What follows belongs to an exercise in optimizing a design on an open flow for small area, a short achievable clock period and few clock cycles; a production flow would make more cautious choices.
Function was checked by simulation only, so behaviour that the tests miss may differ from the original.
Power is estimated from default activity; no workload was simulated.

== before ==
Design skc_top, start of the top module:
module skc_top (
    input  wire         clk,
    input  wire         rst,
    input  wire         csr_valid,
    input  wire         csr_write,
    input  wire [7:0]   csr_addr,
    input  wire [31:0]  csr_wdata,
    output wire         csr_ready,
    output reg  [31:0]  csr_rdata,
    input  wire         cmd_valid,
    output wire         cmd_ready,
    input  wire [63:0]  cmd_word,
    input  wire [31:0]  cmd_key,
    output wire         rsp_valid,
    input  wire         rsp_ready,
    output wire [3:0]   rsp_status,
    output wire [63:0]  rsp_est,
    output wire         hreq_valid,
    input  wire         hreq_ready,
    output wire [31:0]  hreq_key,
    output wire [7:0]   hreq_klen,
    output wire [7:0]   hreq_seed,
    input  wire         hrsp_valid,
    output wire         hrsp_ready,
    input  wire [31:0]  hrsp_value
);
    localparam L_MAX  = 4;
    localparam M_MAX  = 4;
    localparam LL_MAX = 4;
    localparam B_MAX  = 4;
    localparam H_MAX  = 4;
    localparam N8_MAX = 4;
    localparam N16_MAX = 2;
    localparam KEY_MAX_LEN = 4;
    localparam [3:0] ST_OK        = 4'h0;
    localparam [3:0] ST_OPCODE    = 4'h1;
    localparam [3:0] ST_RESERVED  = 4'h2;
    localparam [3:0] ST_NOT_CFG   = 4'h3;
    localparam [3:0] ST_ALR_CFG   = 4'h4;
    localparam [3:0] ST_CONFIG    = 4'h5;
    localparam [3:0] ST_KEY_LEN   = 4'h6;
    localparam [2:0] S_IDLE = 3'd0;    
    localparam [2:0] S_CFG  = 3'd1;    
    localparam [2:0] S_HASH = 3'd2;    
    localparam [2:0] S_WAIT = 3'd3;    
    localparam [2:0] S_FIN  = 3'd4;    
    localparam [2:0] S_RESP = 3'd5;    
    reg [31:0] cfg_l, cfg_m, cfg_ll, cfg_b, cfg_h, cfg_n8, cfg_n16, thr_lo, thr_hi;
    reg        configured;
    reg        cfg_lock;
    reg [3:0]  last_status;
    reg [2:0]  fsm;
    wire       thr_busy;           
    reg        is_insert;
    reg [2:0]  klen;
    reg [31:0] key;
    reg [31:0] count;
    reg [2:0]  req_cnt;
    reg [2:0]  rsp_cnt;
    reg [2:0]  nl_r [0:3];
    reg [1:0]  bi_r [0:3];
    reg [1:0]  hi_r;
    reg        hc_pend;
    reg [33:0] hc;             
    reg [15:0] v_last;
    reg [3:0]  rsp_status_r;
    reg        est_en;
    reg [3:0]  m_l;
    reg [7:0]  m8;
    reg [15:0] m16;
    reg [15:0] vmin;
    reg [1:0]  kmin;
    reg        mfound;
    reg [1:0]  midx;
    reg [15:0] mval;
    reg        ffound;
  ...
Size: roughly 2400 flip-flops, roughly 330 I/O pins, ~130000 µm² of cells after synthesis.
clock: 34.0 ns
lec_check: 0
cap_margin: 20
cell_pad_in_sites_detail_placement: 0
cell_pad_in_sites_global_placement: 0
core_margin: 2
core_utilization: 55
cts_buf_list: sky130_fd_sc_hd__clkbuf_8
place_density: 0.65
slew_margin: 20
standard.sh (not shown) runs the stock make flow with config.mk's settings and CLKGATE_MAP_FILE= SYNTH_SCRIPT=/design/flow/synth_recipe.tcl, a recipe that flattens the netlist after the stock synthesis.
==> flow/flow/run.sh <==
#!/bin/bash
# The standard layout, with repair_timing aiming for setup slack of at least
# SETUP_SLACK_MARGIN at the design's clock period (the SDC is unchanged),
# and the port buffers made with buf_4 cells.
set -euo pipefail
bash standard.sh SETUP_SLACK_MARGIN=19.5 "BUFFER_PORTS_ARGS=-buffer_cell sky130_fd_sc_hd__buf_4" finish > make_finish.log 2>&1
Testbench counts of before, summed over its fixed seeds: cycles 56,000.
The inputs of after differ from those of before as listed below.
diff --git a/flow/design.v b/flow/design.v
--- a/flow/design.v
+++ b/flow/design.v
@@ -71,76 +71,66 @@
 module skc_thr_ge (
     input  wire        clk,
     input  wire        rst,
     input  wire        start,
     input  wire [15:0] a,
     input  wire [15:0] v,
     input  wire [63:0] thr,
     output wire        ge_fast,
     output wire        amb,
     output reg         busy,
     output reg         done,
-    output wire        ge_slow
+    output reg         ge_slow
 );
     wire [10:0] e_field = thr[62:52];
     wire        big     = (e_field > 11'd1038);                     
     wire        tiny    = (e_field < 11'd1007);                     
     wire [4:0]  sh      = 5'd30 - e_field[4:0] + 5'd16;             
     wire        v_zero  = (v == 16'd0);
-    reg  [2:0]  cnt;
-    reg  [8:0]  m;
-    always @(*) begin
-        case (cnt)
-            3'd4:    m = {1'b0, thr[43:36]};
-            3'd3:    m = thr[35:27];
-            3'd2:    m = thr[26:18];
-            3'd1:    m = thr[17:9];
-            3'd0:    m = thr[8:0];
-            default: m = 9'd0;
-        endcase
-        if (!busy)
-            m = {1'b1, thr[51:44]};
-    end
-    wire [24:0] q       = v * m;
+    wire [24:0] q       = v * {1'b1, thr[51:44]};                   
     wire [46:0] a_sh    = {31'd0, a} << sh;
     wire [47:0] d       = {1'b0, a_sh} - {16'd0, q, 7'd0};            
     wire        d_neg   = d[47];
     wire        le_lo   = d_neg || (d == 48'd0);
     wire        ge_hi   = !d_neg && (d[46:0] >= {24'd0, v, 7'd0});
     wire        exact   = v_zero || (thr[43:0] == 44'd0);
     assign amb     = !big && !tiny && !exact && !le_lo && !ge_hi;
     assign ge_fast = big  ? v_zero :
                      tiny ? (v_zero || (a != 16'd0)) :
                      exact ? !d_neg : ge_hi;
-    reg  [22:0] d_r;
-    reg  [59:0] acc;
+    reg  [24:0] h;                  
+    reg  [5:0]  bit_i;              
+    wire [24:0] h_next = {h[23:0], 1'b0} - (thr[bit_i] ? {2'd0, v, 7'd0} : 25'd0);
+    wire        h_neg  = h_next[24];
+    wire        h_big  = !h_neg && (h_next[23:0] >= {1'b0, v, 7'd0});
     always @(posedge clk) begin
         if (rst) begin
             busy <= 1'b0;
             done <= 1'b0;
         end else begin
-            done <= busy && (cnt == 3'd0);
+            done <= 1'b0;
             if (start) begin
-                busy <= 1'b1;
-                cnt  <= 3'd4;
-                acc  <= 60'd0;
-                d_r  <= d[22:0];
+                busy  <= 1'b1;
+                h     <= {2'd0, d[22:0]};
+                bit_i <= 6'd43;
             end else if (busy) begin
-                acc  <= {acc[50:0], 9'd0} + {35'd0, q};
-                cnt  <= cnt - 3'd1;
-                if (cnt == 3'd0)
-                    busy <= 1'b0;
+                h     <= h_next;
+                bit_i <= bit_i - 6'd1;
+                if (h_neg || h_big || (bit_i == 6'd0)) begin
+                    busy    <= 1'b0;
+                    done    <= 1'b1;
+                    ge_slow <= !h_neg;
+                end
             end
         end
     end
-    assign ge_slow = (d_r > acc[59:37]) || ((d_r == acc[59:37]) && (acc[36:0] == 37'd0));
 endmodule
 module skc_top (
     input  wire         clk,
     input  wire         rst,
     input  wire         csr_valid,
     input  wire         csr_write,
     input  wire [7:0]   csr_addr,
     input  wire [31:0]  csr_wdata,
     output wire         csr_ready,
     output reg  [31:0]  csr_rdata,
     input  wire         cmd_valid,
@@ -346,35 +336,31 @@
     wire        a_mid = (rsp_cnt < n_m);
     wire [3:0]  a_lv  = l_nib[nl_new];
     wire [7:0]  a_v8  = l_c8[bi_new];
     wire [15:0] a_v16 = l_c16[bi_new];
     wire        a_occ = (l_kls[bi_new] != 3'd0);
     wire [15:0] a_val = l_val[bi_new];
     reg  [3:0]  l_eq;
     always @(*)
         for (b = 0; b < 4; b = b + 1)
             l_eq[b] = (l_kls[b] == klen) && (l_key[b] == key);
     wire        a_eq  = l_eq[bi_new];
-    reg  [7:0]  l_ltl;
-    reg  [3:0]  l_lt8, l_lt16, l_ltv;
+    reg  [3:0]  l_lt16, l_ltv;
     always @(*) begin
-        for (b = 0; b < 8; b = b + 1)
-            l_ltl[b] = (l_nib[b] < m_l);
         for (b = 0; b < 4; b = b + 1) begin
-            l_lt8[b]  = (l_c8[b] < m8);
             l_lt16[b] = (l_c16[b] < m16);
             l_ltv[b]  = (l_val[b] < vmin);
         end
     end
-    wire        a_ltl  = l_ltl[nl_new];
-    wire        a_lt8  = l_lt8[bi_new];
+    wire        a_ltl  = (a_lv < m_l);
+    wire        a_lt8  = (a_v8 < m8);
     wire        a_lt16 = l_lt16[bi_new];
     wire        a_ltv  = l_ltv[bi_new];
     wire        n_mfound = mfound || (a_mid && a_eq);
     wire [15:0] n_mval   = mfound ? mval : a_val;
     wire        n_ffound = ffound || (a_mid && !a_occ);
     wire [15:0] n_m16    = (a_mid && a_lt16) ? a_v16 : m16;
     wire [15:0] v_next   = n_mfound ? n_mval : ((n_ffound && is_insert) ? 16'd0 : n_m16);
     reg [3:0]  cap_lv  [0:3];
     reg [7:0]  cap_v8  [0:3];
     reg [15:0] cap_v16 [0:3];
     wire        slot_ok = mfound || ffound;
==> run summary <==
- The number of cells produced by synthesis in after sits 2.8% below the value recorded for before.
- Compared with before, in after clock-buffer cell count shows no meaningful change, initial antenna violation count shows a reduction of 15.
- after against before: worst hold slack across all endpoints decreased 6.6 ps; power density over the cells lower; post-placement setup slack now smaller; fmax comparable.
- Changes observed in after relative to before: routed wire length went down, post-route cell area lower.
- Layout overhead on the synthesized area (higher): after
- Run comparison: after last element of the critical path csr_rdata[5]; before last element of the critical path csr_rdata[17]
Testbench counts of after, summed over its fixed seeds: cycles 56,000.

-- afterwards: timing with drivers on the ports --
In the flow no input, the clock included, has a driving cell. The finished layouts below were timed again as built, in two steps. Step 1: set_driving_cell puts a clkbuf_16 on clk and a buf_2 on each other input, an assumption about the parent block. Step 2 times the ports against the registers' clock, not the clock port: input delays grow and output delays shrink by t, the midpoint of the rising clock arrivals with the driver on. Three values: ideal, step 1, step 2; two values: the first two.
| run | t, ns | setup slack, ns | worst register clock-pin slew, ns | worst data-port slew with drivers (ns) | pins driven straight from the clock port |
|---|---|---|---|---|---|
| before | 1.190 | 18.753 / 18.720 / 18.720 | 0.07 / 0.07 | 0.19 | 1 |
| after | 1.204 | 18.709 / 18.667 / 18.667 | 0.08 / 0.08 | 0.23 | 1 |
After both steps every run listed still meets setup and hold. For after, which loses most, drivers alone change the setup slack by -0.042 ns; drivers and shift together by -0.042 ns.
